This is an optimization exercise on Yosys and OpenROAD, whose aim is small area, not a production implementation. Only simulation tests tie the RTL to the original design; equivalence was not proved. Power is estimated from default activity; no workload was simulated.

## design/flow/design.v

```verilog
module ts4231_ctrl(clk, rst, tick_us, tick_ms, cmd_valid, cmd, e_in, d_in, e_oe, e_out, d_oe, d_out, busy, res_valid, res_ok, res_status, res_bus, res_data, configured);
  input clk;
  wire clk;
  input rst;
  wire rst;
  input tick_us;
  wire tick_us;
  input tick_ms;
  wire tick_ms;
  input cmd_valid;
  wire cmd_valid;
  input [18:0] cmd;
  wire [18:0] cmd;
  input e_in;
  wire e_in;
  input d_in;
  wire d_in;
  output e_oe;
  wire e_oe;
  output e_out;
  wire e_out;
  output d_oe;
  wire d_oe;
  output d_out;
  wire d_out;
  output busy;
  wire busy;
  output res_valid;
  wire res_valid;
  output res_ok;
  wire res_ok;
  output [2:0] res_status;
  wire [2:0] res_status;
  output [2:0] res_bus;
  wire [2:0] res_bus;
  output [15:0] res_data;
  wire [15:0] res_data;
  output configured;
  reg configured;
  wire pn000;
  wire [1:0] pn001;
  wire [1:0] pn002;
  wire pn003;
  wire pn004;
  wire pn005;
  wire pn006;
  wire pn007;
  wire pn008;
  wire pn009;
  wire pn010;
  wire pn011;
  wire pn012;
  wire pn013;
  wire pn014;
  wire pn015;
  wire pn016;
  wire pn017;
  wire pn018;
  wire pn019;
  wire pn020;
  wire pn021;
  wire pn022;
  wire pn023;
  wire pn024;
  wire pn025;
  wire pn026;
  wire pn027;
  wire pn028;
  wire pn029;
  wire pn030;
  wire pn031;
  wire pn032;
  wire pn033;
  wire pn034;
  wire pn035;
  wire pn036;
  wire pn037;
  wire pn038;
  wire pn039;
  wire pn040;
  wire pn041;
  wire pn042;
  wire pn043;
  wire pn044;
  wire pn045;
  wire pn046;
  wire pn047;
  wire pn048;
  wire pn049;
  wire pn050;
  wire pn051;
  wire pn052;
  wire pn053;
  wire pn054;
  wire pn055;
  wire pn056;
  wire pn057;
  wire pn058;
  wire pn059;
  wire pn060;
  wire pn061;
  wire pn062;
  wire pn063;
  wire pn064;
  wire pn065;
  wire pn066;
  wire pn067;
  wire pn068;
  wire pn069;
  wire pn070;
  wire pn071;
  wire pn072;
  wire pn073;
  wire pn074;
  wire pn075;
  wire pn076;
  wire pn077;
  wire pn078;
  wire pn079;
  wire pn080;
  wire pn081;
  wire pn082;
  wire pn083;
  wire pn084;
  wire pn085;
  wire pn086;
  wire pn087;
  wire pn088;
  wire pn089;
  wire pn090;
  wire pn091;
  wire pn092;
  wire pn093;
  wire pn094;
  wire pn095;
  wire pn096;
  wire pn097;
  wire pn098;
  wire pn099;
  wire pn100;
  wire pn101;
  wire pn102;
  wire pn103;
  wire pn104;
  wire pn105;
  wire pn106;
  wire pn107;
  wire pn108;
  wire pn109;
  wire pn110;
  wire pn111;
  wire pn112;
  wire pn113;
  wire pn114;
  wire pn115;
  wire pn116;
  wire pn117;
  wire pn118;
  wire pn119;
  wire pn120;
  wire pn121;
  wire pn122;
  wire pn123;
  wire pn124;
  wire pn125;
  wire pn126;
  wire pn127;
  wire pn128;
  wire pn129;
  wire pn130;
  wire pn131;
  wire pn132;
  wire pn133;
  wire pn134;
  wire pn135;
  wire pn136;
  wire pn137;
  wire pn138;
  wire pn139;
  wire pn140;
  wire pn141;
  wire pn142;
  wire pn143;
  wire pn144;
  wire pn145;
  wire pn146;
  wire pn147;
  wire pn148;
  wire pn149;
  wire pn150;
  wire pn151;
  wire pn152;
  wire pn153;
  wire pn154;
  wire pn155;
  wire pn156;
  wire pn157;
  wire pn158;
  wire pn159;
  wire pn160;
  wire pn161;
  wire pn162;
  wire pn163;
  wire pn164;
  wire pn165;
  wire pn166;
  wire pn167;
  wire pn168;
  wire pn169;
  wire pn170;
  wire pn171;
  wire pn172;
  wire pn173;
  wire pn174;
  wire pn175;
  wire pn176;
  wire pn177;
  wire pn178;
  wire pn179;
  wire pn180;
  wire pn181;
  wire pn182;
  wire pn183;
  wire pn184;
  wire pn185;
  wire pn186;
  wire pn187;
  wire pn188;
  wire pn189;
  wire pn190;
  wire pn191;
  wire pn192;
  wire pn193;
  wire pn194;
  wire pn195;
  wire pn196;
  wire pn197;
  wire pn198;
  wire pn199;
  wire pn200;
  wire pn201;
  wire pn202;
  wire pn203;
  wire pn204;
  wire pn205;
  wire pn206;
  wire pn207;
  wire pn208;
  wire pn209;
  wire pn210;
  wire pn211;
  wire pn212;
  wire pn213;
  wire pn214;
  wire pn215;
  wire pn216;
  wire pn217;
  wire pn218;
  wire pn219;
  wire pn220;
  wire pn221;
  wire pn222;
  wire pn223;
  wire pn224;
  wire pn225;
  wire pn226;
  wire pn227;
  wire pn228;
  wire pn229;
  wire pn230;
  wire pn231;
  wire pn232;
  wire pn233;
  wire pn234;
  wire pn235;
  wire pn236;
  wire pn237;
  wire pn238;
  wire pn239;
  wire pn240;
  wire pn241;
  wire pn242;
  wire pn243;
  wire pn244;
  wire pn245;
  wire pn246;
  wire pn247;
  wire pn248;
  wire pn249;
  wire pn250;
  wire pn251;
  wire pn252;
  wire pn253;
  wire pn254;
  wire pn255;
  wire pn256;
  wire pn257;
  wire pn258;
  wire pn259;
  wire pn260;
  wire pn261;
  wire pn262;
  wire pn263;
  wire pn264;
  wire pn265;
  wire pn266;
  wire pn267;
  wire pn268;
  wire pn269;
  wire pn270;
  wire pn271;
  wire pn272;
  wire pn273;
  wire pn274;
  wire pn275;
  wire pn276;
  wire pn277;
  wire pn278;
  wire pn279;
  wire pn280;
  wire pn281;
  wire pn282;
  wire pn283;
  wire pn284;
  wire pn285;
  wire pn286;
  wire pn287;
  wire pn288;
  wire pn289;
  wire pn290;
  wire pn291;
  wire pn292;
  wire pn293;
  wire pn294;
  wire pn295;
  wire pn296;
  wire pn297;
  wire pn298;
  wire pn299;
  wire pn300;
  wire pn301;
  wire pn302;
  wire [8:0] pn303;
  wire [8:0] pn304;
  wire [0:0] pn305;
  wire [0:0] pn306;
  wire [15:0] pn307;
  reg [8:0] dc;
  reg dcnt;
  reg fl;
  reg mis;
  wire [5:0] nstate;
  reg [1:0] op;
  wire [15:0] sr;
  reg [5:0] state;
  reg [1:0] va;
  reg [1:0] vb;
  assign pn009 = 4'h1 >> { state[1], state[2] };
  assign pn010 = 4'h4 >> { state[2], state[4] };
  assign pn011 = 4'h4 >> { pn010, state[5] };
  assign pn012 = 4'h8 >> { state[1], state[2] };
  assign pn013 = 4'h1 >> { pn009, pn012 };
  assign pn014 = 4'h4 >> { pn013, pn011 };
  assign pn015 = 4'h1 >> { state[3], state[5] };
  assign pn016 = 4'h4 >> { state[0], state[1] };
  assign pn017 = 4'h1 >> { pn016, sr[14] };
  assign pn018 = 4'h4 >> { pn015, pn017 };
  assign pn019 = 4'h4 >> state[5:4];
  assign pn020 = 4'h4 >> { pn019, state[3] };
  assign pn021 = 4'hb >> { pn020, pn012 };
  assign pn022 = 4'h1 >> { pn021, pn016 };
  assign pn023 = 4'h8 >> { state[0], state[1] };
  assign pn024 = 4'h8 >> { state[2], pn023 };
  assign pn025 = 4'hb >> state[3:2];
  assign pn026 = 4'h4 >> { pn025, state[5] };
  assign pn027 = 4'h4 >> { pn026, pn024 };
  assign pn028 = 4'h4 >> { state[1], state[4] };
  assign pn029 = 4'he >> { state[2], pn028 };
  assign pn030 = 4'hb >> { state[3], state[5] };
  assign pn031 = 4'h4 >> state[1:0];
  assign pn032 = 4'h1 >> { pn030, pn031 };
  assign pn033 = 16'h0777 >> { pn029, pn032, state[4], pn027 };
  assign d_oe = 4'hb >> { pn033, pn022 };
  assign pn034 = 8'h4f >> { d_oe, pn014, pn018 };
  assign pn035 = 4'h1 >> { state[2], state[3] };
  assign pn036 = 4'h7 >> { pn022, pn035 };
  assign d_out = 8'h1f >> { pn036, pn034, pn009 };
  assign pn037 = 4'h8 >> { dc[0], tick_us };
  assign pn038 = 4'h8 >> { dc[1], pn037 };
  assign pn039 = 4'h8 >> { dc[2], pn038 };
  assign pn040 = 4'h8 >> { dc[3], pn039 };
  assign pn041 = 4'h8 >> { dc[4], pn040 };
  assign pn042 = 4'h8 >> { dc[5], pn041 };
  assign pn304[6] = 4'h6 >> { dc[6], pn042 };
  assign pn043 = 4'h8 >> { vb[1], va[1] };
  assign pn044 = 4'h8 >> { va[0], vb[0] };
  assign pn045 = 4'h1 >> { vb[1], va[1] };
  assign pn046 = 4'h1 >> { va[0], vb[0] };
  assign res_bus[2] = 16'h111f >> { pn044, pn046, pn043, pn045 };
  assign pn047 = 4'h4 >> { pn015, state[4] };
  assign pn048 = 4'h4 >> { pn016, state[2] };
  assign res_ok = 4'h8 >> { pn047, pn048 };
  assign pn049 = 4'h4 >> { state[4], state[5] };
  assign pn050 = 4'h4 >> { pn035, pn049 };
  assign pn051 = 4'h1 >> { pn019, pn028 };
  assign pn052 = 4'h7 >> { pn050, pn051 };
  assign pn053 = 4'h1 >> { pn052, pn023 };
  assign pn054 = 4'h4 >> { cmd[17], cmd[18] };
  assign pn055 = 4'h7 >> { pn053, pn054 };
  assign pn056 = 4'h8 >> { state[4], pn015 };
  assign pn057 = 4'h8 >> { state[4], state[5] };
  assign pn058 = 4'h4 >> { state[2], pn016 };
  assign pn059 = 4'h4 >> { pn058, state[1] };
  assign pn060 = 8'h07 >> { pn059, pn057, state[2] };
  assign pn061 = 4'h4 >> { pn056, pn060 };
  assign pn062 = 4'h8 >> { dc[6], dc[2] };
  assign pn063 = 4'h7 >> { dc[4], pn062 };
  assign pn064 = 4'h4 >> { dc[3], pn063 };
  assign pn065 = 4'h8 >> { state[3], pn019 };
  assign pn066 = 4'h8 >> { state[2], pn065 };
  assign pn067 = 4'h4 >> op;
  assign pn068 = 4'h8 >> { pn043, pn044 };
  assign pn069 = 4'h4 >> { pn068, configured };
  assign pn070 = 8'h70 >> { pn023, pn069, pn067 };
  assign pn071 = 16'h8f88 >> { pn066, pn070, pn061, pn064 };
  assign pn072 = 4'hb >> { pn055, pn071 };
  assign pn073 = 4'h7 >> { state[3], pn024 };
  assign pn074 = 4'h4 >> { pn049, pn073 };
  assign pn075 = 4'h8 >> { pn067, pn074 };
  assign pn076 = 8'h70 >> { pn075, fl, mis };
  assign pn077 = 4'he >> { state[3], pn023 };
  assign pn078 = 8'h07 >> { pn076, pn077, pn027 };
  assign pn079 = 8'h07 >> { cmd[17], cmd[18], cmd[16] };
  assign pn080 = 4'h7 >> { cmd[18], pn079 };
  assign pn081 = 4'hb >> { pn053, pn080 };
  assign pn082 = 8'h07 >> { pn065, pn056, fl };
  assign pn083 = 16'h7077 >> { pn048, pn082, pn020, pn058 };
  assign pn084 = 4'h8 >> { pn081, pn083 };
  assign pn085 = 4'h7 >> { pn078, pn084 };
  assign pn086 = 4'h1 >> { pn072, pn085 };
  assign pn087 = 4'he >> { state[0], pn010 };
  assign pn088 = 4'h8 >> { state[2], pn031 };
  assign pn089 = 8'h07 >> { pn088, pn087, pn013 };
  assign pn090 = 4'he >> { pn057, pn074 };
  assign pn091 = 4'he >> { state[3], pn024 };
  assign pn092 = 4'h4 >> { pn009, state[0] };
  assign pn093 = 4'h4 >> { state[5], pn092 };
  assign pn094 = 8'h07 >> { pn090, pn093, pn091 };
  assign pn095 = 4'h4 >> { pn049, pn025 };
  assign pn096 = 4'h7 >> { state[1], pn095 };
  assign pn097 = 16'h888f >> { pn062, pn096, pn011, pn016 };
  assign pn098 = 4'hb >> { pn094, pn097 };
  assign nstate[2] = 8'h1f >> { pn086, pn098, pn089 };
  assign pn099 = 4'h8 >> { dc[6], pn042 };
  assign pn304[7] = 4'h6 >> { dc[7], pn099 };
  assign pn303[0] = 4'h6 >> { dc[0], tick_us };
  assign pn304[4] = 4'h6 >> { dc[4], pn040 };
  assign pn100 = 4'h8 >> { dc[7], pn099 };
  assign pn304[8] = 4'h6 >> { dc[8], pn100 };
  assign pn304[1] = 4'h6 >> { dc[1], pn037 };
  assign pn101 = 4'hb >> { pn047, state[2] };
  assign pn102 = 4'h4 >> { state[1], pn101 };
  assign pn103 = 4'he >> { pn075, pn102 };
  assign pn104 = 4'h4 >> { state[5], pn025 };
  assign pn105 = 4'h8 >> { pn028, pn104 };
  assign pn106 = 4'h4 >> { state[1], d_in };
  assign pn107 = 4'h4 >> { pn065, pn106 };
  assign pn108 = 4'he >> { pn011, pn107 };
  assign pn109 = 8'hd0 >> { pn105, pn108, state[0] };
  assign pn110 = 8'h07 >> { pn109, pn103, pn078 };
  assign pn111 = 4'h8 >> { pn045, pn046 };
  assign pn112 = 4'h8 >> { pn044, pn045 };
  assign pn113 = 4'h4 >> { op[1], pn112 };
  assign pn114 = 8'h1f >> { op[0], pn113, pn111 };
  assign pn115 = 4'h8 >> { pn019, pn024 };
  assign pn116 = 4'h7 >> { pn114, pn115 };
  assign pn117 = 4'h8 >> { pn043, pn046 };
  assign pn118 = 4'h8 >> { configured, pn117 };
  assign pn119 = 4'hb >> { pn067, pn118 };
  assign pn120 = 4'h1 >> { pn069, pn119 };
  assign pn121 = 4'h1 >> { pn047, state[0] };
  assign pn122 = 8'hf1 >> { pn121, pn066, pn059 };
  assign pn123 = 8'h4f >> { pn021, pn019, state[0] };
  assign pn124 = 16'h1f11 >> { pn122, pn123, pn116, pn120 };
  assign pn125 = 4'h8 >> { pn110, pn124 };
  assign nstate[5] = 2'h1 >> pn125;
  assign pn126 = 8'h07 >> { pn031, pn016, state[4] };
  assign pn127 = 4'he >> { state[5], pn126 };
  assign pn128 = 8'h0b >> { fl, pn127, pn075 };
  assign pn129 = 4'he >> { pn109, pn128 };
  assign res_bus[0] = 4'he >> { pn068, pn112 };
  assign pn130 = 4'hb >> { configured, fl };
  assign pn131 = 4'h4 >> { res_bus[0], pn130 };
  assign pn132 = 4'h1 >> { pn119, pn131 };
  assign pn133 = 4'h1 >> { pn068, configured };
  assign pn134 = 4'h4 >> { pn132, pn133 };
  assign pn135 = 8'h0b >> { pn114, pn117, fl };
  assign pn136 = 4'h8 >> { pn024, pn065 };
  assign pn137 = 8'h1f >> { pn136, pn135, pn134 };
  assign pn138 = 4'h4 >> { pn060, pn104 };
  assign pn139 = 8'h4f >> { state[3], state[0], pn011 };
  assign pn140 = 4'h1 >> { state[1], pn139 };
  assign pn141 = 8'h07 >> { pn023, pn056, pn009 };
  assign pn142 = 4'h4 >> { pn141, pn140 };
  assign pn143 = 16'h0bbb >> { pn138, pn142, pn061, pn064 };
  assign pn144 = 4'h7 >> { pn137, pn143 };
  assign pn145 = 4'h1 >> { pn129, pn144 };
  assign nstate[1] = 2'h1 >> pn145;
  assign pn304[2] = 4'h6 >> { dc[2], pn038 };
  assign pn304[3] = 4'h6 >> { dc[3], pn039 };
  assign busy = 2'h1 >> pn053;
  assign pn146 = 4'h8 >> { cmd[17], cmd[18] };
  assign pn147 = 8'h70 >> { cmd_valid, pn146, cmd[16] };
  assign pn148 = 4'h8 >> { pn053, pn147 };
  assign pn149 = 4'h4 >> { pn148, cmd[15] };
  assign pn150 = 8'hc5 >> { state[4], pn025, state[2] };
  assign pn151 = 4'hb >> { pn031, pn150 };
  assign pn152 = 4'h4 >> { pn049, pn151 };
  assign pn153 = 4'h8 >> { pn037, pn061 };
  assign pn154 = 4'h1 >> { pn152, pn153 };
  assign pn155 = 4'h4 >> { pn154, pn148 };
  assign pn156 = 4'h8 >> { tick_ms, pn105 };
  assign pn157 = 4'he >> { res_data[12], res_data[13] };
  assign pn158 = 4'he >> { res_data[8], pn157 };
  assign pn159 = 4'h1 >> res_data[10:9];
  assign pn160 = 4'h1 >> { res_data[2], res_data[11] };
  assign pn161 = 4'h7 >> { pn159, pn160 };
  assign pn162 = 4'he >> { pn158, pn161 };
  assign pn163 = 4'he >> res_data[7:6];
  assign pn164 = 4'he >> { res_data[5], pn163 };
  assign pn165 = 4'he >> { res_data[0], res_data[1] };
  assign pn166 = 4'he >> res_data[4:3];
  assign pn167 = 4'he >> { pn165, pn166 };
  assign pn168 = 4'he >> { pn164, pn167 };
  assign pn169 = 4'he >> { pn162, pn168 };
  assign pn170 = 4'h4 >> { pn156, pn169 };
  assign pn171 = 4'h4 >> { pn170, sr[14] };
  assign pn172 = 8'h0e >> { pn171, pn154, sr[14] };
  assign pn173 = 8'h4f >> { pn172, pn155, sr[15] };
  assign pn307[15] = 4'h1 >> { pn149, pn173 };
  assign pn174 = 4'h8 >> { pn065, pn088 };
  assign pn001[0] = 8'hac >> { pn174, vb[0], d_in };
  assign pn002[0] = 8'hac >> { pn174, d_in, va[0] };
  assign pn175 = 4'h9 >> { fl, pn074 };
  assign pn176 = 4'h4 >> { cmd[16], pn055 };
  assign pn177 = 4'h8 >> { dc[5], dc[7] };
  assign pn178 = 4'h7 >> { dc[8], pn177 };
  assign pn179 = 4'hb >> { pn037, pn178 };
  assign pn180 = 4'he >> { pn063, pn179 };
  assign pn181 = 4'h4 >> { pn136, pn180 };
  assign pn182 = 8'h07 >> { pn176, pn181, configured };
  assign pn306 = 8'h1f >> { pn182, pn175, pn053 };
  assign pn183 = 4'h4 >> { pn171, sr[15] };
  assign pn184 = 4'h4 >> { pn181, op[1] };
  assign pn185 = 4'h1 >> cmd[15:14];
  assign pn186 = 8'ha3 >> { pn053, mis, pn185 };
  assign pn187 = 4'h9 >> { d_in, res_data[13] };
  assign pn188 = 16'h1f11 >> { pn152, pn187, pn184, pn186 };
  assign pn305 = 4'he >> { pn183, pn188 };
  assign res_bus[1] = 4'he >> { pn068, pn117 };
  assign pn189 = 4'hb >> { pn155, pn170 };
  assign pn190 = 4'h4 >> { res_data[13], pn154 };
  assign pn191 = 16'h0777 >> { sr[15], pn171, cmd[14], pn148 };
  assign pn192 = 4'h4 >> { pn191, pn190 };
  assign pn307[14] = 8'h4f >> { pn192, sr[14], pn189 };
  assign pn193 = 8'hac >> { pn148, res_data[3], cmd[3] };
  assign pn194 = 4'hb >> { pn154, pn193 };
  assign pn195 = 4'hb >> { pn156, pn183 };
  assign pn196 = 4'h1 >> { pn165, pn195 };
  assign pn197 = 8'h0d >> { res_data[2], pn196, pn154 };
  assign pn198 = 4'hb >> { pn220, pn164 };
  assign pn199 = 4'h1 >> { pn198, res_data[8] };
  assign pn200 = 4'h8 >> { pn159, pn199 };
  assign pn201 = 4'h4 >> { pn200, res_data[11] };
  assign pn202 = 8'hf4 >> { res_data[12], pn154, pn201 };
  assign pn203 = 8'hac >> { pn148, res_data[13], cmd[13] };
  assign pn204 = 4'h4 >> { pn154, pn203 };
  assign pn307[13] = 4'h6 >> { pn202, pn204 };
  assign pn205 = 16'h444f >> { res_data[11], pn154, pn148, cmd[12] };
  assign pn206 = 8'h0b >> { pn205, pn155, res_data[12] };
  assign pn307[12] = 4'h6 >> { pn201, pn206 };
  assign pn207 = 4'h9 >> { res_data[11], pn200 };
  assign pn208 = 16'h7077 >> { res_data[10], pn154, cmd[11], pn148 };
  assign pn307[11] = 8'h4f >> { pn208, pn155, pn207 };
  assign pn209 = 8'h53 >> { pn199, pn155, res_data[9] };
  assign pn210 = 4'h4 >> { res_data[10], pn209 };
  assign pn211 = 16'h7077 >> { res_data[9], pn154, cmd[10], pn148 };
  assign pn212 = 4'h4 >> { pn211, pn200 };
  assign pn307[10] = 4'hb >> { pn212, pn210 };
  assign pn213 = 4'h8 >> { res_data[9], pn199 };
  assign pn214 = 16'h444f >> { res_data[8], pn154, pn148, cmd[9] };
  assign pn215 = 4'he >> { pn213, pn214 };
  assign pn307[9] = 8'h32 >> { pn209, pn215, res_data[9] };
  assign pn216 = 8'h9d >> { pn155, pn198, res_data[8] };
  assign pn217 = 16'h444f >> { res_data[7], pn154, pn148, cmd[8] };
  assign pn307[8] = 4'h4 >> { pn216, pn217 };
  assign pn218 = 4'h4 >> { pn196, res_data[2] };
  assign pn219 = 4'hb >> { pn218, pn194 };
  assign pn220 = 4'h1 >> { res_data[4], pn219 };
  assign pn221 = 4'hb >> { pn220, res_data[5] };
  assign pn222 = 4'h1 >> { res_data[6], pn221 };
  assign pn223 = 8'h98 >> { pn155, pn222, res_data[7] };
  assign pn224 = 16'h444f >> { res_data[6], pn154, pn148, cmd[7] };
  assign pn307[7] = 4'h1 >> { pn223, pn224 };
  assign pn225 = 4'h7 >> { res_data[6], pn221 };
  assign pn226 = 16'h7077 >> { res_data[5], pn154, cmd[6], pn148 };
  assign pn227 = 4'h4 >> { pn226, pn222 };
  assign pn307[6] = 8'h4f >> { pn227, pn155, pn225 };
  assign pn228 = 8'h67 >> { pn155, pn220, res_data[5] };
  assign pn229 = 16'h444f >> { res_data[4], pn154, pn148, cmd[5] };
  assign pn307[5] = 4'h4 >> { pn228, pn229 };
  assign pn230 = 4'h4 >> { res_data[3], pn154 };
  assign pn231 = 16'h0777 >> { res_data[4], pn155, cmd[4], pn148 };
  assign pn232 = 4'h4 >> { pn231, pn230 };
  assign pn307[4] = 4'h6 >> { pn219, pn232 };
  assign pn307[3] = 4'h6 >> { pn194, pn197 };
  assign pn233 = 4'h7 >> { res_data[2], pn155 };
  assign pn234 = 16'h7077 >> { res_data[1], pn154, cmd[2], pn148 };
  assign pn235 = 8'h1f >> { pn234, pn233, pn196 };
  assign pn307[2] = 4'he >> { pn218, pn235 };
  assign pn236 = 4'h1 >> { pn195, res_data[0] };
  assign pn237 = 8'h98 >> { pn155, pn236, res_data[1] };
  assign pn238 = 16'h444f >> { res_data[0], pn154, pn148, cmd[1] };
  assign pn307[1] = 4'h1 >> { pn237, pn238 };
  assign pn239 = 16'h0777 >> { cmd[0], pn148, state[3], d_in };
  assign pn240 = 4'h7 >> { pn034, pn239 };
  assign pn241 = 8'hac >> { pn155, pn240, res_data[0] };
  assign pn307[0] = 4'h9 >> { pn195, pn241 };
  assign pn242 = 4'hb >> { op[0], pn135 };
  assign pn243 = 4'h7 >> { op[1], pn136 };
  assign pn244 = 4'h4 >> { pn242, pn243 };
  assign pn245 = 4'hb >> { pn066, pn114 };
  assign pn246 = 16'h4f44 >> { pn109, mis, pn108, state[0] };
  assign pn247 = 4'h1 >> { pn010, pn030 };
  assign pn248 = 8'hac >> { pn024, pn247, pn015 };
  assign pn249 = 4'he >> { pn072, pn248 };
  assign pn250 = 4'h1 >> { pn246, pn249 };
  assign nstate[3] = 8'h1f >> { pn250, pn245, pn244 };
  assign pn251 = 4'hb >> { pn109, d_in };
  assign pn252 = 4'h8 >> { mis, d_in };
  assign pn253 = 16'hb0bb >> { pn104, pn252, pn121, pn061 };
  assign pn254 = 4'h1 >> { pn057, pn253 };
  assign pn255 = 8'h07 >> { pn097, pn079, pn053 };
  assign pn256 = 4'h7 >> { configured, cmd[18] };
  assign pn257 = 8'h4f >> { pn083, pn053, pn256 };
  assign pn258 = 4'hb >> { pn255, pn257 };
  assign pn259 = 8'h07 >> { pn258, pn254, pn251 };
  assign pn260 = 8'h07 >> { pn119, pn131, va[1] };
  assign pn261 = 16'h444f >> { pn116, pn260, pn074, pn128 };
  assign nstate[0] = 4'hb >> { pn259, pn261 };
  assign pn262 = 8'hca >> { configured, pn117, pn068 };
  assign pn263 = 8'hf1 >> { op[0], pn262, pn131 };
  assign pn264 = 4'h4 >> { pn073, state[4] };
  assign pn265 = 4'h4 >> { pn094, pn264 };
  assign pn266 = 8'h07 >> { pn265, pn263, pn244 };
  assign nstate[4] = 8'h1f >> { pn266, pn246, pn110 };
  assign pn267 = 4'h8 >> { dc[5], tick_us };
  assign pn268 = 4'h7 >> { pn062, pn267 };
  assign pn269 = 4'h8 >> { pn016, pn011 };
  assign pn270 = 4'h4 >> { state[5], pn009 };
  assign pn271 = 4'he >> { pn037, pn050 };
  assign pn272 = 4'he >> { pn270, pn271 };
  assign pn273 = 4'he >> { pn269, pn272 };
  assign pn274 = 4'hb >> { pn151, pn273 };
  assign pn275 = 8'h1f >> { pn122, pn274, pn090 };
  assign pn276 = 16'h0777 >> { pn180, pn275, pn115, pn268 };
  assign pn008 = 8'h4f >> { pn276, pn053, pn147 };
  assign pn304[5] = 4'h6 >> { dc[5], pn041 };
  assign pn277 = 8'h1f >> { nstate[3], pn145, pn125 };
  assign pn278 = 8'h0b >> { pn086, pn145, pn125 };
  assign pn279 = 4'h4 >> { pn277, pn278 };
  assign pn280 = 8'h1f >> { pn265, pn279, state[0] };
  assign pn281 = 4'he >> { pn259, pn265 };
  assign pn282 = 8'h5c >> { pn145, pn281, pn014 };
  assign pn283 = 8'h07 >> { pn279, pn282, nstate[2] };
  assign pn284 = 4'h4 >> { pn276, pn283 };
  assign pn285 = 8'hf4 >> { rst, pn053, cmd_valid };
  assign pn000 = 8'h07 >> { pn285, pn284, pn280 };
  assign pn286 = 4'he >> { state[4], pn016 };
  assign pn287 = 8'h07 >> { pn030, pn286, pn126 };
  assign pn288 = 8'h1f >> { pn020, pn048, pn031 };
  assign pn289 = 8'hac >> { state[0], pn009, state[1] };
  assign pn290 = 8'h1f >> { pn056, pn289, pn088 };
  assign pn291 = 4'h7 >> { pn288, pn290 };
  assign e_out = 4'he >> { pn287, pn291 };
  assign pn292 = 4'he >> { state[0], state[3] };
  assign pn293 = 4'he >> { state[4], pn292 };
  assign pn294 = 8'h07 >> { pn270, pn293, pn101 };
  assign pn295 = 4'he >> { pn269, pn294 };
  assign e_oe = 4'h4 >> { pn094, pn295 };
  assign pn296 = 4'h4 >> { pn066, state[0] };
  assign pn297 = 8'hf1 >> { pn031, pn296, pn102 };
  assign pn298 = 4'h7 >> { res_bus[2], pn296 };
  assign pn299 = 4'h6 >> { d_in, va[0] };
  assign pn300 = 4'h6 >> { va[1], e_in };
  assign pn301 = 4'h1 >> { pn299, pn300 };
  assign pn004 = 8'h1f >> { pn297, pn301, pn298 };
  assign pn001[1] = 8'hac >> { pn174, vb[1], e_in };
  assign pn002[1] = 8'hac >> { pn174, e_in, va[1] };
  assign pn007 = 8'hac >> { cmd[16], pn146, pn079 };
  assign pn006 = 4'h8 >> { fl, pn076 };
  assign pn005 = 8'hf4 >> { rst, cmd_valid, pn081 };
  assign pn003 = 8'h4f >> { pn297, pn301, pn298 };
  assign res_status[1] = 4'h1 >> { pn052, pn126 };
  assign pn302 = 4'hb >> { pn035, state[0] };
  assign res_status[0] = 4'h4 >> { pn057, pn302 };
  assign res_valid = 4'h8 >> { pn286, pn053 };
  always @(posedge clk)
    if (pn005) configured <= 1'h0;
    else if (pn006) configured <= 1'h1;
  always @(posedge clk)
    if (rst) state[0] <= 1'h0;
    else if (!pn008) state[0] <= nstate[0];
  always @(posedge clk)
    if (rst) state[1] <= 1'h0;
    else if (!pn008) state[1] <= nstate[1];
  always @(posedge clk)
    if (rst) state[2] <= 1'h0;
    else if (!pn008) state[2] <= nstate[2];
  always @(posedge clk)
    if (rst) state[3] <= 1'h0;
    else if (!pn008) state[3] <= nstate[3];
  always @(posedge clk)
    if (rst) state[4] <= 1'h0;
    else if (!pn008) state[4] <= nstate[4];
  always @(posedge clk)
    if (rst) state[5] <= 1'h0;
    else if (!pn008) state[5] <= nstate[5];
  always @(posedge clk)
    if (!dcnt) dc[0] <= 1'h0;
    else dc[0] <= pn303[0];
  always @(posedge clk)
    if (!dcnt) dc[1] <= 1'h0;
    else dc[1] <= pn304[1];
  always @(posedge clk)
    if (!dcnt) dc[2] <= 1'h0;
    else dc[2] <= pn304[2];
  always @(posedge clk)
    if (!dcnt) dc[3] <= 1'h0;
    else dc[3] <= pn304[3];
  always @(posedge clk)
    if (!dcnt) dc[4] <= 1'h0;
    else dc[4] <= pn304[4];
  always @(posedge clk)
    if (!dcnt) dc[5] <= 1'h0;
    else dc[5] <= pn304[5];
  always @(posedge clk)
    if (!dcnt) dc[6] <= 1'h0;
    else dc[6] <= pn304[6];
  always @(posedge clk)
    if (!dcnt) dc[7] <= 1'h0;
    else dc[7] <= pn304[7];
  always @(posedge clk)
    if (!dcnt) dc[8] <= 1'h0;
    else dc[8] <= pn304[8];
  always @(posedge clk)
    if (pn004) va[0] <= pn001[0];
  always @(posedge clk)
    if (pn004) va[1] <= pn001[1];
  always @(posedge clk)
    if (pn003) vb[0] <= pn002[0];
  always @(posedge clk)
    if (pn003) vb[1] <= pn002[1];
  always @(posedge clk)
    if (!busy) op[0] <= pn007;
  always @(posedge clk)
    if (!busy) op[1] <= cmd[18];
  always @(posedge clk)
    dcnt <= pn000;
  reg res_data_reg_0 ;
  always @(posedge clk)
    res_data_reg_0  <= pn307[0];
  assign res_data[0] = res_data_reg_0 ;
  reg res_data_reg_1 ;
  always @(posedge clk)
    res_data_reg_1  <= pn307[1];
  assign res_data[1] = res_data_reg_1 ;
  reg res_data_reg_2 ;
  always @(posedge clk)
    res_data_reg_2  <= pn307[2];
  assign res_data[2] = res_data_reg_2 ;
  reg res_data_reg_3 ;
  always @(posedge clk)
    res_data_reg_3  <= pn307[3];
  assign res_data[3] = res_data_reg_3 ;
  reg res_data_reg_4 ;
  always @(posedge clk)
    res_data_reg_4  <= pn307[4];
  assign res_data[4] = res_data_reg_4 ;
  reg res_data_reg_5 ;
  always @(posedge clk)
    res_data_reg_5  <= pn307[5];
  assign res_data[5] = res_data_reg_5 ;
  reg res_data_reg_6 ;
  always @(posedge clk)
    res_data_reg_6  <= pn307[6];
  assign res_data[6] = res_data_reg_6 ;
  reg res_data_reg_7 ;
  always @(posedge clk)
    res_data_reg_7  <= pn307[7];
  assign res_data[7] = res_data_reg_7 ;
  reg res_data_reg_8 ;
  always @(posedge clk)
    res_data_reg_8  <= pn307[8];
  assign res_data[8] = res_data_reg_8 ;
  reg res_data_reg_9 ;
  always @(posedge clk)
    res_data_reg_9  <= pn307[9];
  assign res_data[9] = res_data_reg_9 ;
  reg res_data_reg_10 ;
  always @(posedge clk)
    res_data_reg_10  <= pn307[10];
  assign res_data[10] = res_data_reg_10 ;
  reg res_data_reg_11 ;
  always @(posedge clk)
    res_data_reg_11  <= pn307[11];
  assign res_data[11] = res_data_reg_11 ;
  reg res_data_reg_12 ;
  always @(posedge clk)
    res_data_reg_12  <= pn307[12];
  assign res_data[12] = res_data_reg_12 ;
  reg res_data_reg_13 ;
  always @(posedge clk)
    res_data_reg_13  <= pn307[13];
  assign res_data[13] = res_data_reg_13 ;
  reg sr_reg_14 ;
  always @(posedge clk)
    sr_reg_14  <= pn307[14];
  assign sr[14] = sr_reg_14 ;
  reg sr_reg_15 ;
  always @(posedge clk)
    sr_reg_15  <= pn307[15];
  assign sr[15] = sr_reg_15 ;
  always @(posedge clk)
    fl <= pn306;
  always @(posedge clk)
    mis <= pn305;
  assign pn304[0] = pn303[0];
  assign pn303[8:1] = dc[8:1];
  assign sr[13:0] = res_data[13:0];
  assign res_data[15:14] = 2'h0;
  assign res_status[2] = res_ok;
endmodule
```

## design/flow/constraint.sdc

```tcl
create_clock -name core_clock -period 10.0 [get_ports {clk}]
set_input_delay 2.0000 -clock core_clock [delete_from_list [all_inputs] [get_ports {clk}]]
set_output_delay 2.0000 -clock core_clock [all_outputs]
set_load 0.01 [all_outputs]
```

## design/flow/flow/run.sh

```bash
#!/bin/bash
set -euo pipefail
export BUFFER_PORTS_ARGS="-buffer_cell sky130_fd_sc_hd__buf_1"
export GPL_KEEP_OVERFLOW=0
export CTS_ARGS="-sink_clustering_enable -repair_clock_nets -dont_use_dummy_load -buf_list sky130_fd_sc_hd__clkbuf_16 -root_buf sky130_fd_sc_hd__clkbuf_16 -sink_clustering_size 50 -sink_clustering_max_diameter 500"
bash standard.sh > orfs_make.log 2>&1
```

## design/flow/config.mk

```make
export PLATFORM = sky130hd
export DESIGN_NAME = ts4231_ctrl
export DESIGN_NICKNAME = ts4231_ctrl
export VERILOG_FILES = /design/flow/design.v
export SDC_FILE = /design/flow/constraint.sdc
export NUM_CORES = 4
export LEC_CHECK = 0
export CAP_MARGIN = 5
export CORE_MARGIN = 2
export CORE_UTILIZATION = 65
export SLEW_MARGIN = 5
```

## design/flow/standard.sh

```bash
#!/bin/bash
# synth_recipe.tcl (not shown) runs the flow's synth.tcl, then flattens the netlist and writes it again
# the make line also repeats each setting of config.mk as NAME=value (left out here)
make -C /OpenROAD-flow-scripts/flow DESIGN_CONFIG=/design/flow/config.mk WORK_HOME=/design/flow/orfs CLKGATE_MAP_FILE= SYNTH_SCRIPT=/design/flow/synth_recipe.tcl "${@:-finish}"
```

==> impl_metrics.csv, run 1 <==
group,metric,value,unit
outcome,outcome,"timing/DRC/antenna clean",
power,power,0.993,mW
worst_hold_path,hold_depth,2,
setup_path,crit_chain,"nand2b_1, o21ai_0, nor2_1, a21oi_1, o32ai_1, o21ai_0, o22ai_1, buf_1",
synth,synth_seq_cells,41,
global_route,grt_max_degree,30,
final_layout,multiInputGateArea,0.00227,mm2
setup_path,crit_required,8.00,ns
synth,synth_area,0.00349,mm2
placement,hpwl,7110,um
cts,cts_num_sinks,41,
timing,fmax,205,MHz
timing,worst_slew_pin_slew,1.06,ns
timing,finClkSkew,0.00964,ns
setup_path,path_buf_inv,1,
synth,synthFlopType,"dfxtp_1",
synth,synth_edf_count,7,
floorplanning,die_h,77.2,um
synth,synth.distinct_cells,69,
timing,hold_ws,0.505,ns
worst_hold_path,hold_class,"reg2reg",
floorplanning,core_region_area,0.00514,mm2
power,clkPwrFrac,15.0,%
cts,htreeDepth,2,
placement,port_buffers,53,
setup_path,slowest_stage,"dfxtp_1",
global_route,grt_pass1_wl,15300,um
detailed_routing,num_vias,3550,
final_layout,seq_area,891,um2
detailed_routing,wl_per_cell,17.6,um
global_route,grt_util_all_layers,31.5,%
power,swShare,47.6,%
cts,cts_tree,"yes",
floorplanning,dieArea,0.00596,mm2
power,leakagePower,1.38,nW
detailed_routing,drt_wl_total,9420,um
power,switching_power,0.473,mW
global_route,gr-total-overflow,0,
floorplanning,row_count,26,
setup_path,crit_cells,8,
final_layout,drive_gt1_share,3.87,%
detailed_routing,dr.pass1.iters,5,
global_route,antenna_found_initial,0,
power,p_seq_share,34.2,%
setup_path,cp-start-kind,"flop",
cts,postCtsHoldBufs,0,
global_route,grt_pass1_vias,3254,
timing,maxSlewHeadroom,29.1,%
job,drv_cap,0,
floorplanning,die_w,77.2,um
setup_path,timing_worst_setup_path_type,"reg2out",
cts,root_buffer,"clkbuf_16",
timing,hold_viol,0,
final_layout,area_growth,4.24,%
timing,finalCritPeriodShare,48.8,%
setup_path,cpLargestDelayFamily,"compound AO/OA/AOI/OAI gates",
timing,finalSetupViolCount,0,
timing,maxSlewViolCount,0,
detailed_routing,ant_nets,0,
cts,cts_setup_buffers,0,
power,ir_drop,0.156,mV
setup_path,r2r_cells,12,
power,p_int,0.520,mW
placement,gp_congestion,0.985,
setup_path,critical_path_arrival,2.88,ns
synth,syn_inst,449,
setup_path,crit_top_cell,"o21ai_0",
floorplanning,io_pins,56,
cts,path_clk_slew,0.06,ns
detailed_routing,initialDrtViolationCount,333,
floorplanning,start_util,67.8,%
final_layout,antenna_cells,0,
cts,ctsLongestPathBuffers,2,
cts,clock_latency,0.28,ns
setup_path,crit_path_max_fanout,27,
synth,synth_seq_area_share,25.6,%
synth,syn_avg_cell_area,7.76,um2
timing,min_period,4.88,ns
timing,final.setup.tns,0,ns
final_layout,num-nets-final,512,
synth,async_flop_share,0,%
setup_path,end_kind,"output port",
detailed_routing,drc_errors,0,
power,pwr_density_cell,273,mW/mm2
detailed_routing,vias_per_cell,6.64,
final_layout,num-fill-cells,458,
cts,cts_buffers,5,
cts,cts_resized,0,
power,comb_power_share,50.7,%
setup_path,cp_slowest_stage_delay,0.89,ns
timing,rsz0062_at_grt,"no",
synth,yosysWarnings,1,
[Yosys cell counts, drive strengths merged (3+ instances only)]
library cell,count,share of area [%]
a2111oi,3,1.5
a211oi,3,0.65
a21boi,4,0.86
a21oi,22,3.2
a221oi,5,1.3
a22o,4,1.0
a22oi,8,1.7
a311oi,6,1.5
a31oi,5,0.90
a32oi,5,1.3
and2,13,2.3
and3,9,1.6
buf,38,7.1
clkbuf,5,0.54
dfxtp,34,20
edfxtp,7,6.0
ha,19,6.8
inv,16,1.7
mux2,4,1.3
mux2i,4,1.1
nand2,34,3.7
nand2b,8,1.4
nand3,11,1.6
nand4,6,1.1
nor2,46,5.0
nor2b,12,2.2
nor3,13,1.9
nor3b,5,1.2
nor4,7,1.3
o211ai,6,1.3
o21a,6,1.3
o21ai,26,3.7
o22ai,7,1.3
or2,4,0.72
or3,3,0.54
xnor2,5,1.3
xor2,6,1.5
[final timing paths]
path / startpoint / to / slack (ns)
worst min register to register: res_data_reg_10 / res_data_reg_10 / 0.50
worst max-delay path: state[0] / d_out / 5.12
worst max register to register: state[5] / res_data_reg_13 / 5.50
worst min-delay path: res_data_reg_10 / res_data_reg_10 / 0.50
[power by group through the flow]
| stage | Sequential (mW) | Clock, mW | Combinational (mW) |
|---|---|---|---|
| finish | 0.340 | 0.149 | 0.504 |
| global route | 0.350 | 0.155 | 0.555 |
| CTS | 0.335 | 0.150 | 0.497 |
| detailed placement | 0.338 | 0 | 0.494 |
| global placement | 0.337 | 0 | 0.483 |
| floorplan | 0.273 | 0 | 0.468 |
[per-stage QoR]
stage / cells / setup slack (ns) / utilization, % / area [um2]
6_report: 535 / 5.12 / 70.7 / 3630
5_1_grt: 535 / 4.86 / 70.7 / 3630
4_1_cts: 535 / 5.18 / 70.7 / 3630
3_5_place_dp: 530 / 4.88 / 68.3 / 3510
3_3_place_gp: 530 / 5.02 / 68.3 / 3510
2_1_floorplan: 450 / 5.85 / - / 3490
[cell usage in the layout, fill, tap and decap left out, types with 3 or more instances in the layout]
| cell | Yosys | routed |
|---|---|---|
| buf_1 | 4 | 53 |
| nor2_1 | 45 | 45 |
| nand2_1 | 34 | 34 |
| dfxtp_1 | 34 | 34 |
| o21ai_0 | 25 | 25 |
| a21oi_1 | 22 | 22 |
| ha_1 | 19 | 19 |
| inv_1 | 15 | 15 |
| nor3_1 | 13 | 13 |
| and2_1 | 13 | 13 |
| nor2b_1 | 12 | 12 |
| nand3_1 | 11 | 11 |
| and3_1 | 9 | 9 |
| nand2b_1 | 8 | 8 |
| a22oi_1 | 8 | 8 |
| nor4_1 | 7 | 7 |
| o22ai_1 | 7 | 7 |
| edfxtp_1 | 7 | 7 |
| nand4_1 | 6 | 6 |
| o211ai_1 | 6 | 6 |
| o21a_1 | 6 | 6 |
| xor2_1 | 6 | 6 |
| a311oi_1 | 6 | 6 |
| xnor2_1 | 5 | 5 |
| a31oi_1 | 5 | 5 |
| a221oi_1 | 5 | 5 |
| a32oi_1 | 5 | 5 |
| clkbuf_16 | 0 | 5 |
| mux2i_1 | 4 | 4 |
| nor3b_1 | 4 | 4 |
| mux2_2 | 4 | 4 |
| a22o_1 | 4 | 4 |
| or2_2 | 3 | 3 |
| or3_1 | 3 | 3 |
| a211oi_1 | 3 | 3 |
| a21boi_0 | 3 | 3 |
[area by class of cell]
class | count | share of cell area, %
clock buffer | 5 | 3.44
inverter | 17 | 1.76
multi-input combinational | 349 | 62.4
sequential | 41 | 24.5
tap | 70 | 2.41
timing repair buffer | 53 | 5.48
[kinds of logic (layout without fill, tap and decap cells)]
| family | after synthesis | after routing | share of synthesized area [%] |
|---|---|---|---|
| simple gates | 180 | 180 | 26.7 |
| compound gates | 129 | 129 | 26.1 |
| buf+inv | 60 | 75 | 9.51 |
| flops | 41 | 41 | 25.6 |
| fa+ha+maj | 19 | 19 | 6.82 |
| xor+xnor | 11 | 11 | 2.76 |
| mux | 8 | 8 | 2.44 |
| other cells | 1 | 2 | 0.108 |
[flip-flops by register name (all words and copies together), names as in the netlist, 2 cells and up]
| name | flops |
|---|---|
| vb | 2 |
| op | 2 |
| dc | 9 |
| state | 6 |
| va | 2 |
[worst register-to-register path, stage by stage (launching register included)]
cell and delay, ns:
dfxtp_1 0.97, a31o_2 0.30, and2_1 0.34, inv_2 0.16, nor2_1 0.84, mux2i_1 0.39
and3_1 0.22, ha_1 0.17, nor3b_1 0.29, ha_1 0.27, nor3b_1 0.25, a31oi_1 0.08
o21a_1 0.13
[layer usage]
| metal | global-route usage (%) | routed length, um | share of wire [%] |
|---|---|---|---|
| met4 | 11.8 | 240 | 2.5 |
| met3 | 4.47 | 870 | 9.2 |
| met1 | 39.4 | 3860 | 41 |
| met2 | 54.7 | 4450 | 47 |
| met5 | 0 | 0 | 0 |
==> run 2: changes to the inputs <==
==> design/flow/flow/run.sh (replaced) <==
#!/bin/bash
set -euo pipefail
export BUFFER_PORTS_ARGS="-buffer_cell sky130_fd_sc_hd__buf_1"
export GPL_KEEP_OVERFLOW=0
export CTS_ARGS="-sink_clustering_enable -repair_clock_nets -dont_use_dummy_load -buf_list sky130_fd_sc_hd__clkbuf_8 -root_buf sky130_fd_sc_hd__clkbuf_8"
bash standard.sh > orfs_make.log 2>&1
==> run 2 against run 1 <==
Against the previous run: non-clock buffer count did not move; worst setup slack lost 0.043 ns; via count down 1.2%; hold slack improved by 0.0020 ns; first-iteration DRC count is 16% lower; die area did not move.
==> impl_metrics.csv, run 2 <==
group,metric,value,unit
outcome,outcome,"timing/DRC/antenna clean",
timing,fmax,203,MHz
cts,cts_resized,0,
synth,yosysWarnings,1,
timing,min_period,4.93,ns
placement,port_buffers,53,
job,drv_cap,0,
final_layout,seq_area,891,um2
detailed_routing,wl_per_cell,17.6,um
timing,maxSlewViolCount,0,
setup_path,slowest_stage,"dfxtp_1",
timing,rsz0062_at_grt,"no",
setup_path,critical_path_arrival,2.93,ns
floorplanning,start_util,67.8,%
setup_path,crit_path_max_fanout,27,
timing,finalSetupViolCount,0,
global_route,grt_pass1_vias,3220,
cts,clock_latency,0.30,ns
timing,hold_ws,0.507,ns
detailed_routing,num_vias,3507,
final_layout,top_register,"dc",
synth,yosys-top-cells-area,"dfxtp_1, ha_1, edfxtp_1, nor2_1, buf_4",
timing,worst_slew_pin_slew,1.04,ns
power,clkPwrFrac,10.6,%
power,power,0.945,mW
cts,postCtsHoldBufs,0,
cts,cts_setup_buffers,0,
setup_path,r2r_cells,12,
floorplanning,core_region_area,0.00514,mm2
synth,syn_inst,449,
final_layout,num-nets-final,512,
worst_hold_path,hold_class,"reg2reg",
cts,path_clk_slew,0.08,ns
final_layout,top_regs,"dc (9), state (6)",
synth,synth_most_common_cell,"nor2_1",
setup_path,crit_top_cell,"o21ai_0",
final_layout,num-fill-cells,468,
synth,synth_edf_count,7,
setup_path,worstReg2RegStart,"state[5]",
power,pwr_density_cell,264,mW/mm2
floorplanning,dieArea,0.00596,mm2
synth,yosysTopAreaCell,"dfxtp_1",
setup_path,crit_chain,"nand2b_1, o21ai_0, nor2_1, a21oi_1, o32ai_1, o21ai_0, o22ai_1, buf_1",
timing,maxSlewHeadroom,30.2,%
setup_path,crit_required,8.00,ns
cts,cts_buffers,5,
final_layout,multiInputGateArea,0.00227,mm2
cts,ctsLongestPathBuffers,2,
timing,final.setup.tns,0,ns
global_route,gr-total-overflow,0,
power,switching_power,0.468,mW
cts,htreeDepth,2,
setup_path,timing_worst_setup_path_type,"reg2out",
final_layout,drive_gt1_share,3.87,%
detailed_routing,initialDrtViolationCount,280,
worst_hold_path,min_to,"res_data_reg_10",
timing,finClkSkew,0.0123,ns
power,leakagePower,1.35,nW
setup_path,end_kind,"output port",
placement,hpwl,7110,um
synth,synth_seq_area_share,25.6,%
floorplanning,row_count,26,
synth,synthTopCellsByCount,"nor2_1, dfxtp_1, nand2_1",
power,p_seq_share,35.9,%
detailed_routing,vias_per_cell,6.56,
setup_path,cp_slowest_stage_delay,0.90,ns
setup_path,cp-start-kind,"flop",
detailed_routing,ant_nets,0,
power,swShare,49.6,%
cts,cts_num_sinks,41,
global_route,grt_util_all_layers,31.3,%
final_layout,antenna_cells,0,
floorplanning,io_pins,56,
floorplanning,die_w,77.2,um
floorplanning,die_h,77.2,um
worst_hold_path,min-delay-start,"res_data_reg_10",
synth,synth.distinct_cells,69,
final_layout,final_cell_mix,"buf_1, nor2_1, nand2_1, dfxtp_1, o21ai_0",
synth,yosysTopAreaCellShare,19.5,%
global_route,antenna_found_initial,0,
timing,hold_viol,0,
synth,async_flop_share,0,%
synth,synthFlopType,"dfxtp_1",
global_route,grt_max_degree,30,
synth,syn_avg_cell_area,7.76,um2
setup_path,r2r-end,"res_data_reg_13",
power,ir_drop,0.156,mV
power,comb_power_share,53.5,%
cts,root_buffer,"clkbuf_8",
power,p_int,0.477,mW
detailed_routing,drc_errors,0,
synth,synth_area,0.00349,mm2
final_layout,area_growth,2.62,%
detailed_routing,dr.pass1.iters,6,
timing,finalCritPeriodShare,49.3,%
final_layout,layout.cells.most_common,"buf_1",
detailed_routing,drt_wl_total,9400,um
cts,cts_tree,"yes",
setup_path,rrSetupSlack,5.50,ns
placement,gp_congestion,0.985,
synth,synth_seq_cells,41,
global_route,grt_pass1_wl,15100,um
worst_hold_path,hold_depth,2,
final_layout,largest_reg_flops,9,
-- run 2: cell families after synthesis --
logic type,count (synthesis),synth area share (%)
buffers and inverters,60,9.51
XOR/XNOR,11,2.76
AND/OR/NAND/NOR,180,26.7
multiplexers,8,2.44
flip-flops,41,25.6
AO/OA/AOI/OAI,129,26.1
other,1,0.108
adder cells (fa/ha/maj),19,6.82
-- run 2: power groups by stage --
stage          clock, mW  combinational, mW  sequential, mW
2_1_floorplan          0              0.468           0.273
3_3_place_gp           0              0.483           0.337
3_5_place_dp           0              0.494           0.338
4_1_cts            0.101              0.497           0.334
5_1_grt            0.106              0.555           0.349
6_report          0.0999              0.506           0.339
-- run 2: layer usage --
metal | share of wire [%] | GRT usage [%] | up-vias
met1 | 43 | 39.3 | 1621
li1 | - | - | 1675
met3 | 6.7 | 4.82 | 27
met5 | 0 | 0 | -
met4 | 2.2 | 11.6 | 0
met2 | 48 | 54.0 | 184
-- run 2: through the flow --
stage	std cells	cell area, um2	utilization (%)	worst slack (ns)
floorplan	450	3490	-	5.85
global placement	530	3510	68.3	5.02
detailed placement	530	3510	68.3	4.88
CTS	535	3580	69.6	5.18
global route	535	3580	69.6	4.88
finish	535	3580	69.6	5.07
-- run 2: layout make-up --
cell class	instances	area share (%)
Multi-Input combinational cell	349	63.4
Sequential cell	41	24.9
Timing Repair Buffer	53	5.56
Tap cell	70	2.45
Clock buffer	5	1.92
Inverter	17	1.78
-- run 2: worst max path at each step --
| stage | depth (start not counted) | slack, ns | start | to |
|---|---|---|---|---|
| after floorplan | 10 | 5.85 | tick_ms | res_data_reg_13 |
| after global placement | 12 | 5.02 | cmd[18] | res_data_reg_13 |
| final | 8 | 5.07 | state[0] | d_out |
| after CTS | 8 | 5.18 | state[0] | d_out |
| after detailed placement | 12 | 4.88 | cmd[18] | res_data_reg_13 |
| after global routing | 12 | 4.88 | cmd[18] | res_data_reg_13 |
-- run 2: worst max-delay path, delay by kind of cell (launching register included) --
| family | cells | cell delay, ns |
|---|---|---|
| flops | 1 | 0.90 |
| compound gates | 5 | 1.04 |
| simple gates | 2 | 0.52 |
| buf+inv | 1 | 0.17 |

==> what the ideal ports hide <==
How much do the figures lean on ideal ports? The routed layouts below were timed once more, with nothing changed but the port constraints. Step 1, drivers: a clkbuf_16 drives clk and a buf_2 each remaining input, both assumed. Step 2, shift: input delay + t, output delay - t, t = (earliest + latest rising clock arrival at the registers) / 2. This alone moves slack from input paths to output paths. Slacks: ideal ports / drivers / drivers and shift; pairs: ideal ports / drivers.
| run | t, ns | setup slack, ns | worst setup path after step 2 | clock arrival spread, ns |
|---|---|---|---|---|
| run 1 | 0.312 | 5.117 / 5.083 / 4.858 | input to register | 0.010 / 0.010 |
| run 2 | 0.321 | 5.074 / 5.045 / 4.873 | input to register | 0.012 / 0.012 |
After both steps every run listed still meets setup and hold. For run 1, which loses most, drivers alone change the setup slack by -0.034 ns; drivers and shift together by -0.259 ns.
